Context: an optimization exercise on an open-source flow, tuned for small area, a short achievable clock period and few clock cycles per item. The choices shown serve that exercise and are no tape-out recipe. In this exercise RTL edits were held to simulation tests only and were not proved equivalent to the original. Power figures rest on the tool's default switching activity, not on a simulated workload.

==> flow/design.v <==
module g2c1_pie_tx (
    input  wire         clk,
    input  wire         rst,           
    input  wire         start,
    output wire         ready,
    input  wire [2:0]   msg_type,      
    input  wire [127:0] fields,        
    input  wire [31:0]  tari,          
    input  wire [31:0]  blf,           
    input  wire         trunc,
    output wire         pulse_valid,
    input  wire         pulse_ready,
    output wire [31:0]  pulse_dur,     
    output wire         pulse_last,
    output reg          done,
    output reg  [2:0]   err,
    output wire [2:0]   tx_type,
    output wire [5:0]   tx_len,
    output wire [31:0]  tx_bits,       
    output wire [5:0]   pulse_cnt
);
    localparam [2:0] E_NONE = 3'd0, E_OVERFLOW = 3'd1, E_NOTFOUND = 3'd2, E_PARAM = 3'd4;
    localparam [2:0] T_QUERY = 3'd0, T_QADJ = 3'd1, T_QREP = 3'd2, T_ACK = 3'd3, T_NAK = 3'd4;
    function automatic [32:0] padd32(input [31:0] a, input [31:0] b, input cin);
        reg [31:0] g, p, gg, pp;
        integer l, i, j;
        begin
            g = a & b;
            p = a ^ b;
            gg = g;
            pp = p;
            gg[0] = g[0] | (p[0] & cin);
            for (l = 0; l < 5; l = l + 1)
                for (i = 0; i < 32; i = i + 1)
                    if ((i >> l) & 1) begin
                        j = ((i >> l) << l) - 1;
                        gg[i] = gg[i] | (pp[i] & gg[j]);
                        pp[i] = pp[i] & pp[j];
                    end
            padd32 = {gg[31], p ^ {gg[30:0], cin}};
        end
    endfunction
    wire [15:0] f0 = fields[15:0];
    wire [15:0] f1 = fields[31:16];
    wire [15:0] f2 = fields[47:32];
    wire [15:0] f3 = fields[63:48];
    wire [15:0] f4 = fields[79:64];
    wire [15:0] f5 = fields[95:80];
    wire [15:0] f6 = fields[111:96];
    wire f0_lt2  = (f0[15:1] == 15'd0);
    wire f0_lt4  = (f0[15:2] == 14'd0);
    wire f1_hi0  = (f1[15:4] == 12'd0);
    wire f1_m    = f1_hi0 && (f1[3:0] == 4'd1 || f1[3:0] == 4'd2 || f1[3:0] == 4'd4 || f1[3:0] == 4'd8);
    wire f1_lt3  = f1_hi0 && (f1[3:2] == 2'd0) && (f1[1:0] != 2'd3);
    wire f2_lt2  = (f2[15:1] == 15'd0);
    wire f3_lt4  = (f3[15:2] == 14'd0);
    wire f4_lt4  = (f4[15:2] == 14'd0);
    wire f5_lt2  = (f5[15:1] == 15'd0);
    wire f6_lt16 = (f6[15:4] == 12'd0);
    wire [1:0] m_pat    = {f1[3] | f1[2], f1[3] | f1[1]};
    wire [2:0] updn_pat = {f1[0], f1[0] | f1[1], f1[1]};
    wire [16:0] q_data = {4'b1000, f0[0], m_pat, f2[0], f3[1:0], f4[1:0], f5[0], f6[3:0]};
    reg  [4:0]  q_crc;
    integer k;
    always @(*) begin
        q_crc = 5'b01001;
        for (k = 16; k >= 0; k = k - 1)
            q_crc = {q_crc[3:0], 1'b0} ^ ((q_crc[4] ^ q_data[k]) ? 5'b01001 : 5'b00000);
    end
    reg [2:0]  a_err;
    reg [21:0] a_bits;    
    always @(*) begin
        a_err  = E_NONE;
        a_bits = 22'd0;
        case (msg_type)
            T_QUERY: begin
                a_bits = {q_data, q_crc};
                if (!f0_lt2 || !f1_m || !f2_lt2 || !f3_lt4)
                    a_err = E_NOTFOUND;
                else if (!f4_lt4)
                    a_err = E_OVERFLOW;
                else if (!f5_lt2)
                    a_err = E_NOTFOUND;
                else if (!f6_lt16)
                    a_err = E_OVERFLOW;
            end
            T_QADJ: begin
                a_bits = {4'b1001, f0[1:0], updn_pat, 13'd0};
                if (!f0_lt4)
                    a_err = E_OVERFLOW;
                else if (!f1_lt3)
                    a_err = E_NOTFOUND;
            end
            T_QREP: begin
                a_bits = {2'b00, f0[1:0], 18'd0};
                if (!f0_lt4)
                    a_err = E_OVERFLOW;
            end
            T_ACK:   a_bits = {2'b01, f0, 4'd0};
            T_NAK:   a_bits = {8'b11000000, 14'd0};
            default: a_err = E_NOTFOUND;
        endcase
    end
    wire tari_bad = (tari < 32'd409600) || (tari > 32'd1638400);
    wire is_q     = (msg_type == T_QUERY);
    wire dr_in    = f0[0];
    wire blf_bad  = (blf[31:20] != 12'd0) || (dr_in ? (blf[19:0] < 20'd22) : (blf[19:0] < 20'd9));
    wire sk8 = r_dr ? (d_den > 20'd5461) : (d_den > 20'd2048);
    wire [19:0] rem0 = sk8 ? (r_dr ? 20'd5461 : 20'd2048) : (r_dr ? 20'd21 : 20'd8);
    wire [12:0] q0   = sk8 ? 13'h0100 : 13'h0001;
    wire blf_fast = dr_in ? (blf[19:0] <= 20'd111847) : (blf[19:0] <= 20'd41942);
    reg        act;          
    reg        chk;          
    reg        pv;           
    reg        pl;           
    reg [31:0] pd;           
    reg [5:0]  cn;           
    reg        k_rt;         
    reg        k_tr;         
    reg        k_h1;         
    reg        ok;           
    reg [2:0]  r_type;
    reg [21:0] r_bits;
    reg        r_trunc;
    reg [20:0] r_t;          
    reg        r_dr;
    reg        ph;           
    reg [19:0] d_den;        
    reg [19:0] d_rem;
    reg [32:0] d_q;          
    reg        d_dly;        
    reg        d_new;        
    reg        a_cy;         
    assign ready       = ~act;
    assign pulse_valid = pv;
    assign pulse_dur   = pd;
    assign pulse_last  = pl;
    assign tx_type = r_type;
    assign tx_bits = ok ? {r_bits, 10'd0} : 32'd0;
    reg [5:0] len_t, pcnt_t, last_idx;
    always @(*) begin
        case (r_type)
            T_QUERY: begin len_t = 6'd22; pcnt_t = 6'd51; last_idx = 6'd50; end
            T_QADJ:  begin len_t = 6'd9;  pcnt_t = 6'd23; last_idx = 6'd24; end
            T_QREP:  begin len_t = 6'd4;  pcnt_t = 6'd13; last_idx = 6'd14; end
            T_ACK:   begin len_t = 6'd18; pcnt_t = 6'd41; last_idx = 6'd42; end
            default: begin len_t = 6'd8;  pcnt_t = 6'd21; last_idx = 6'd22; end
        endcase
    end
    assign tx_len    = ok ? len_t : 6'd0;
    assign pulse_cnt = ok ? pcnt_t : 6'd0;
    wire r_q = (r_type == T_QUERY);
    wire        d_done  = d_q[32];
    wire [20:0] d_trial = {d_rem, r_dr & ph};
    wire [32:0] d_sum   = padd32({11'd0, d_trial}, ~{12'd0, d_den}, 1'b1);
    wire        d_ge    = d_sum[32];
    wire [20:0] d_diff  = d_sum[20:0];
    wire [19:0] pw    = r_t[20:1];
    wire [31:0] ax    = ({32{k_tr}} & d_q[31:0]) | ({32{k_rt}} & {11'd0, r_t, 1'b0}) |
                        ({32{k_h1}} & {11'd0, r_t});
    wire [31:0] ay    = {32{k_tr}} ^ {12'd0, pw};
    wire        acin  = (k_tr & ~chk) | (k_rt & r_t[0]);
    wire [32:0] asum  = padd32(ax, ay, acin);
    wire [31:0] nval  = {asum[31:16], asum[15:0] & {16{~r_trunc}}};
    wire [24:0] bv;
    genvar gi;
    generate
        for (gi = 0; gi < 22; gi = gi + 1) begin : g_bv
            assign bv[gi + 3] = r_bits[21 - gi];
        end
    endgenerate
    assign bv[2:0] = 3'd0;
    wire xfer   = pv & pulse_ready;
    wire need   = act & ~chk & (~pv | (xfer & ~pl));
    wire can    = ~k_tr | d_done;
    wire d_busy    = act & r_q & (cn <= 6'd5);
    wire [5:0] cn_inc = (cn == 6'd4 && !r_q) ? 6'd7 : cn + 6'd1;
    wire [2:0] acc_err = (a_err != E_NONE) ? a_err :
                         tari_bad ? E_PARAM :
                         (is_q && blf_bad) ? E_PARAM : E_NONE;
    always @(posedge clk) begin
        d_dly <= d_done & chk & ~d_new;
        a_cy  <= asum[32];
        if (!act) begin
            r_type  <= (acc_err != E_NONE) ? 3'd0 : msg_type;
            r_bits  <= a_bits;
            r_trunc <= trunc;
            r_t     <= tari[20:0];
            err     <= acc_err;
            ok      <= (acc_err == E_NONE);
            cn      <= 6'd1;
            k_rt    <= 1'b0;
            k_h1    <= 1'b0;
            k_tr    <= is_q & ~blf_fast;
            pd      <= {12'd0, 5'b11001 & {4'b1111, ~trunc}, 15'd0};
            pl      <= 1'b0;
        end else if (chk) begin
            if (d_dly) begin
                k_tr <= 1'b0;
                if (!a_cy) begin
                    err <= E_PARAM;
                    ok  <= 1'b0;
                end
            end
        end else if (need && can) begin
            pd   <= nval;
            pl   <= (cn == last_idx);
            cn   <= cn_inc;
            k_rt <= (cn_inc == 6'd3);
            k_tr <= (cn_inc == 6'd5);
            k_h1 <= cn_inc[0] & (cn_inc >= 6'd7) & bv[cn_inc[5:1]];
        end
    end
    always @(posedge clk) begin
        if (!d_busy) begin
            r_dr  <= dr_in;
            d_den <= blf[19:0];
        end
        d_new <= rst | (~d_busy & ((blf[19:0] != d_den) | (dr_in != r_dr)));
        if (d_new) begin
            d_rem <= rem0;
            ph    <= 1'b0;
            d_q   <= {20'd0, q0};
        end else begin
            d_rem <= d_ge ? d_diff[19:0] : d_trial[19:0];
            ph    <= ~ph;
            if (!d_done)
                d_q <= {d_q[31:0], d_ge};
        end
    end
    always @(posedge clk) begin
        if (rst) begin
            act  <= 1'b0;
            chk  <= 1'b0;
            pv   <= 1'b0;
            done <= 1'b0;
        end else begin
            done <= 1'b0;
            if (!act) begin
                if (start) begin
                    if (acc_err != E_NONE) begin
                        done <= 1'b1;
                    end else if (is_q && !blf_fast) begin
                        act <= 1'b1;
                        chk <= 1'b1;
                    end else begin
                        act <= 1'b1;
                        pv  <= 1'b1;
                    end
                end
            end else if (chk) begin
                if (d_dly) begin
                    chk <= 1'b0;
                    if (!a_cy) begin
                        act  <= 1'b0;
                        done <= 1'b1;
                    end else begin
                        pv <= 1'b1;
                    end
                end
            end else if (xfer && pl) begin
                pv   <= 1'b0;
                act  <= 1'b0;
                done <= 1'b1;
            end else if (need) begin
                pv <= can;
            end
        end
    end
endmodule
clock: 9.0 ns
lec_check: 0
cap_margin: 20
core_margin: 2
core_utilization: 40
cts_buf_list: sky130_fd_sc_hd__clkbuf_8
place_density: 0.6
setup_slack_margin: 5
slew_margin: 20
standard.sh (not shown) runs the stock make flow with config.mk's settings and CLKGATE_MAP_FILE= SYNTH_SCRIPT=/design/flow/synth_recipe.tcl, a recipe that flattens the netlist after the stock synthesis.
==> flow/flow/run.sh <==
#!/bin/bash
# The standard layout, with the smallest buffer on every input and output port
# (buffer_ports otherwise picks a 10 um2 delay buffer for each of them), and
# timing repair aimed at 5.5 ns of setup slack.
set -euo pipefail
export BUFFER_PORTS_ARGS="-buffer_cell sky130_fd_sc_hd__buf_1"
bash standard.sh SETUP_SLACK_MARGIN=5.5 finish > standard_flow.log 2>&1
Testbench counts at the start, summed over its fixed seeds: cycles 41,008, items 1,280.
Next try:
--- a/flow/design.v
+++ b/flow/design.v
@@ -103,13 +103,21 @@
     end
     wire tari_bad = (tari < 32'd409600) || (tari > 32'd1638400);
     wire is_q     = (msg_type == T_QUERY);
     wire dr_in    = f0[0];
     wire blf_bad  = (blf[31:20] != 12'd0) || (dr_in ? (blf[19:0] < 20'd22) : (blf[19:0] < 20'd9));
-    wire sk8 = r_dr ? (d_den > 20'd5461) : (d_den > 20'd2048);
-    wire [19:0] rem0 = sk8 ? (r_dr ? 20'd5461 : 20'd2048) : (r_dr ? 20'd21 : 20'd8);
-    wire [12:0] q0   = sk8 ? 13'h0100 : 13'h0001;
+    wire [19:0] bd = blf[19:0];
+    wire sk12 = dr_in ? (bd > 20'd87381) : (bd > 20'd32768);
+    wire sk10 = dr_in ? (bd > 20'd21845) : (bd > 20'd8192);
+    wire sk8  = dr_in ? (bd > 20'd5461)  : (bd > 20'd2048);
+    wire sk4  = dr_in ? (bd > 20'd341)   : (bd > 20'd128);
+    wire [19:0] rem0 = sk12 ? (dr_in ? 20'd87381 : 20'd32768) :
+                       sk10 ? (dr_in ? 20'd21845 : 20'd8192) :
+                       sk8  ? (dr_in ? 20'd5461  : 20'd2048) :
+                       sk4  ? (dr_in ? 20'd341   : 20'd128) :
+                              (dr_in ? 20'd21    : 20'd8);
+    wire [12:0] q0   = sk12 ? 13'h1000 : sk10 ? 13'h0400 : sk8 ? 13'h0100 : sk4 ? 13'h0010 : 13'h0001;
     wire blf_fast = dr_in ? (blf[19:0] <= 20'd111847) : (blf[19:0] <= 20'd41942);
     reg        act;          
     reg        chk;          
     reg        pv;           
     reg        pl;           
@@ -127,11 +135,11 @@
     reg        ph;           
     reg [19:0] d_den;        
     reg [19:0] d_rem;
     reg [32:0] d_q;          
     reg        d_dly;        
-    reg        d_new;        
+    reg        d_ok;         
     reg        a_cy;         
     assign ready       = ~act;
     assign pulse_valid = pv;
     assign pulse_dur   = pd;
     assign pulse_last  = pl;
@@ -172,16 +180,18 @@
     assign bv[2:0] = 3'd0;
     wire xfer   = pv & pulse_ready;
     wire need   = act & ~chk & (~pv | (xfer & ~pl));
     wire can    = ~k_tr | d_done;
     wire d_busy    = act & r_q & (cn <= 6'd5);
+    wire d_match   = d_ok & (blf[19:0] == d_den) & (dr_in == r_dr);
+    wire d_restart = ~d_busy & ~d_match;
     wire [5:0] cn_inc = (cn == 6'd4 && !r_q) ? 6'd7 : cn + 6'd1;
     wire [2:0] acc_err = (a_err != E_NONE) ? a_err :
                          tari_bad ? E_PARAM :
                          (is_q && blf_bad) ? E_PARAM : E_NONE;
     always @(posedge clk) begin
-        d_dly <= d_done & chk & ~d_new;
+        d_dly <= d_done & chk;
         a_cy  <= asum[32];
         if (!act) begin
             r_type  <= (acc_err != E_NONE) ? 3'd0 : msg_type;
             r_bits  <= a_bits;
             r_trunc <= trunc;
@@ -210,16 +220,18 @@
             k_tr <= (cn_inc == 6'd5);
             k_h1 <= cn_inc[0] & (cn_inc >= 6'd7) & bv[cn_inc[5:1]];
         end
     end
     always @(posedge clk) begin
-        if (!d_busy) begin
+        if (rst) begin
+            d_ok <= 1'b0;
+        end else if (d_restart) begin
+            d_ok <= 1'b1;
+        end
+        if (d_restart) begin
             r_dr  <= dr_in;
             d_den <= blf[19:0];
-        end
-        d_new <= rst | (~d_busy & ((blf[19:0] != d_den) | (dr_in != r_dr)));
-        if (d_new) begin
             d_rem <= rem0;
             ph    <= 1'b0;
             d_q   <= {20'd0, q0};
         end else begin
             d_rem <= d_ge ? d_diff[19:0] : d_trial[19:0];
After rerunning: Register-to-register slack is about the same; worst setup slack degrades by 0.095 ns; routed wire length rose by about a fifth; global-route usage rose by 2.0 points; cell area rose by a few percent; maximum frequency fell by a few percent; clock skew fell by 0.0037 ns; die area rose by a few percent; synthesized area rose by a few percent; combinational power rose by about a fifth; final cell count rose by a few percent; total power rose by a few percent; first-iteration DRC count rose by a quarter to a third.
Testbench counts after the change, summed over its fixed seeds: cycles 40,781, items 1,280.

---

g2c1_pie_tx, a different RTL version from the one above (not shown whole).
For scale: ~1100 cells after synthesis, about 170 flip-flops, roughly 290 I/O pins, roughly 11000 um^2 of cells after synthesis.
Settings: LEC_CHECK=0, CAP_MARGIN=20, CORE_MARGIN=2, CORE_UTILIZATION=40, CTS_BUF_LIST=sky130_fd_sc_hd__clkbuf_8, PLACE_DENSITY=0.6, SETUP_SLACK_MARGIN=5, SLEW_MARGIN=20; clock period 9.0 ns.
Scripts as last shown in full above: flow/flow/run.sh
Testbench counts at the start, summed over its fixed seeds: cycles 45,032, items 1,280.
Edit:
--- a/flow/design.v
+++ b/flow/design.v
@@ -97,54 +97,55 @@
                     a_err = E_OVERFLOW;
             end
             T_ACK:   a_bits = {2'b01, f0, 4'd0};
             T_NAK:   a_bits = {8'b11000000, 14'd0};
             default: a_err = E_NOTFOUND;
         endcase
     end
     wire tari_bad = (tari < 32'd409600) || (tari > 32'd1638400);
     wire is_q     = (msg_type == T_QUERY);
     wire dr_in    = f0[0];
     wire blf_bad  = (blf[31:20] != 12'd0) || (dr_in ? (blf[19:0] < 20'd22) : (blf[19:0] < 20'd9));
-    wire [19:0] bd = blf[19:0];
-    wire sk12 = dr_in ? (bd > 20'd87381) : (bd > 20'd32768);
-    wire sk10 = dr_in ? (bd > 20'd21845) : (bd > 20'd8192);
-    wire sk8  = dr_in ? (bd > 20'd5461)  : (bd > 20'd2048);
-    wire sk4  = dr_in ? (bd > 20'd341)   : (bd > 20'd128);
-    wire [19:0] rem0 = sk12 ? (dr_in ? 20'd87381 : 20'd32768) :
-                       sk10 ? (dr_in ? 20'd21845 : 20'd8192) :
-                       sk8  ? (dr_in ? 20'd5461  : 20'd2048) :
-                       sk4  ? (dr_in ? 20'd341   : 20'd128) :
-                              (dr_in ? 20'd21    : 20'd8);
+    wire [19:0] bd = d_den;
+    wire sk12 = r_dr ? (bd > 20'd87381) : (bd > 20'd32768);
+    wire sk10 = r_dr ? (bd > 20'd21845) : (bd > 20'd8192);
+    wire sk8  = r_dr ? (bd > 20'd5461)  : (bd > 20'd2048);
+    wire sk4  = r_dr ? (bd > 20'd341)   : (bd > 20'd128);
+    wire [19:0] rem0 = sk12 ? (r_dr ? 20'd87381 : 20'd32768) :
+                       sk10 ? (r_dr ? 20'd21845 : 20'd8192) :
+                       sk8  ? (r_dr ? 20'd5461  : 20'd2048) :
+                       sk4  ? (r_dr ? 20'd341   : 20'd128) :
+                              (r_dr ? 20'd21    : 20'd8);
     wire [12:0] q0   = sk12 ? 13'h1000 : sk10 ? 13'h0400 : sk8 ? 13'h0100 : sk4 ? 13'h0010 : 13'h0001;
     wire blf_fast = dr_in ? (blf[19:0] <= 20'd111847) : (blf[19:0] <= 20'd41942);
     reg        act;          
     reg        chk;          
     reg        pv;           
     reg        pl;           
     reg [31:0] pd;           
     reg [5:0]  cn;           
     reg        k_rt;         
     reg        k_tr;         
     reg        k_h1;         
     reg        ok;           
     reg [2:0]  r_type;
     reg [21:0] r_bits;
     reg        r_trunc;
     reg [20:0] r_t;          
     reg        r_dr;
     reg        ph;           
     reg [19:0] d_den;        
     reg [19:0] d_rem;
     reg [32:0] d_q;          
     reg        d_dly;        
+    reg        d_new;        
     reg        a_cy;         
     assign ready       = ~act;
     assign pulse_valid = pv;
     assign pulse_dur   = pd;
     assign pulse_last  = pl;
     assign tx_type = r_type;
     assign tx_bits = ok ? {r_bits, 10'd0} : 32'd0;
     reg [5:0] len_t, pcnt_t, last_idx;
     always @(*) begin
         case (r_type)
             T_QUERY: begin len_t = 6'd22; pcnt_t = 6'd51; last_idx = 6'd50; end
@@ -172,44 +173,35 @@
     wire [24:0] bv;
     genvar gi;
     generate
         for (gi = 0; gi < 22; gi = gi + 1) begin : g_bv
             assign bv[gi + 3] = r_bits[21 - gi];
         end
     endgenerate
     assign bv[2:0] = 3'd0;
     wire xfer   = pv & pulse_ready;
     wire need   = act & ~chk & (~pv | (xfer & ~pl));
     wire can    = ~k_tr | d_done;
+    wire d_busy    = act & r_q & (cn <= 6'd5);
     wire [5:0] cn_inc = (cn == 6'd4 && !r_q) ? 6'd7 : cn + 6'd1;
     wire [2:0] acc_err = (a_err != E_NONE) ? a_err :
                          tari_bad ? E_PARAM :
                          (is_q && blf_bad) ? E_PARAM : E_NONE;
     always @(posedge clk) begin
-        d_rem <= d_ge ? d_diff[19:0] : d_trial[19:0];
-        ph    <= ~ph;
-        if (!d_done)
-            d_q <= {d_q[31:0], d_ge};
-        d_dly <= d_done;
+        d_dly <= d_done & chk & ~d_new;
         a_cy  <= asum[32];
         if (!act) begin
             r_type  <= (acc_err != E_NONE) ? 3'd0 : msg_type;
             r_bits  <= a_bits;
             r_trunc <= trunc;
             r_t     <= tari[20:0];
-            r_dr    <= dr_in;
-            d_den   <= blf[19:0];
-            d_rem   <= rem0;
-            ph      <= 1'b0;
-            d_q     <= is_q ? {20'd0, q0} : {1'b1, 32'd0};
-            d_dly   <= 1'b0;
             err     <= acc_err;
             ok      <= (acc_err == E_NONE);
             cn      <= 6'd1;
             k_rt    <= 1'b0;
             k_h1    <= 1'b0;
             k_tr    <= is_q & ~blf_fast;
             pd      <= {12'd0, 5'b11001 & {4'b1111, ~trunc}, 15'd0};
             pl      <= 1'b0;
         end else if (chk) begin
             if (d_dly) begin
                 k_tr <= 1'b0;
@@ -217,22 +209,39 @@
                     err <= E_PARAM;
                     ok  <= 1'b0;
                 end
             end
         end else if (need && can) begin
             pd   <= nval;
             pl   <= (cn == last_idx);
             cn   <= cn_inc;
             k_rt <= (cn_inc == 6'd3);
             k_tr <= (cn_inc == 6'd5);
             k_h1 <= cn_inc[0] & (cn_inc >= 6'd7) & bv[cn_inc[5:1]];
+        end
+    end
+    always @(posedge clk) begin
+        if (!d_busy) begin
+            r_dr  <= dr_in;
+            d_den <= blf[19:0];
+        end
+        d_new <= rst | (~d_busy & ((blf[19:0] != d_den) | (dr_in != r_dr)));
+        if (d_new) begin
+            d_rem <= rem0;
+            ph    <= 1'b0;
+            d_q   <= {20'd0, q0};
+        end else begin
+            d_rem <= d_ge ? d_diff[19:0] : d_trial[19:0];
+            ph    <= ~ph;
+            if (!d_done)
+                d_q <= {d_q[31:0], d_ge};
         end
     end
     always @(posedge clk) begin
         if (rst) begin
             act  <= 1'b0;
             chk  <= 1'b0;
             pv   <= 1'b0;
             done <= 1'b0;
         end else begin
             done <= 1'b0;
             if (!act) begin
Sequential cell count climbs by 1.
Worst hold slack gets better by 0.023 ns.
Non-clock buffer count came out higher by 15.
Synthesized area climbs by 4.0%.
Power is about the same.
Critical path depth climbs by 2.
Worst setup slack improves by 0.063 ns.
Via count is higher by 5.2%.
Utilization goes down by 0.63 points.
Testbench counts after the change, summed over its fixed seeds: cycles 40,864, items 1,280.

==> what the ideal ports hide <==
How much do the figures lean on ideal ports? The routed layouts below were timed once more, with nothing changed but the port constraints.
Step 1 assumes that a clkbuf_16 drives the clock port and a buf_2 every other input.
Step 2 moves the port delays by t, midway between the first and last clock arrival at a register: inputs arrive t later, outputs are due t later. That takes back most of the time a late clock gives input paths.
a / b / c = ideal ports / drivers / drivers and shift; a / b = the first two.
| run | t, ns | slack for setup (ns) | worst setup path after step 2 | clock arrival spread, ns |
|---|---|---|---|---|
| the first run of note 1 | 0.501 | 5.417 / 5.423 / 4.922 | input to register | 0.021 / 0.020 |
| the second run of note 1 | 0.511 | 5.322 / 5.325 / 4.814 | input to register | 0.016 / 0.016 |
| the first run of note 2 | 0.512 | 5.439 / 5.430 / 4.918 | input to register | 0.023 / 0.022 |
| the second run of note 2 | 0.504 | 5.503 / 5.503 / 5.093 | input to register | 0.018 / 0.018 |
After both steps every run listed still meets setup and hold. For the first run of note 2, which loses most, drivers alone change the setup slack by -0.009 ns; drivers and shift together by -0.521 ns.
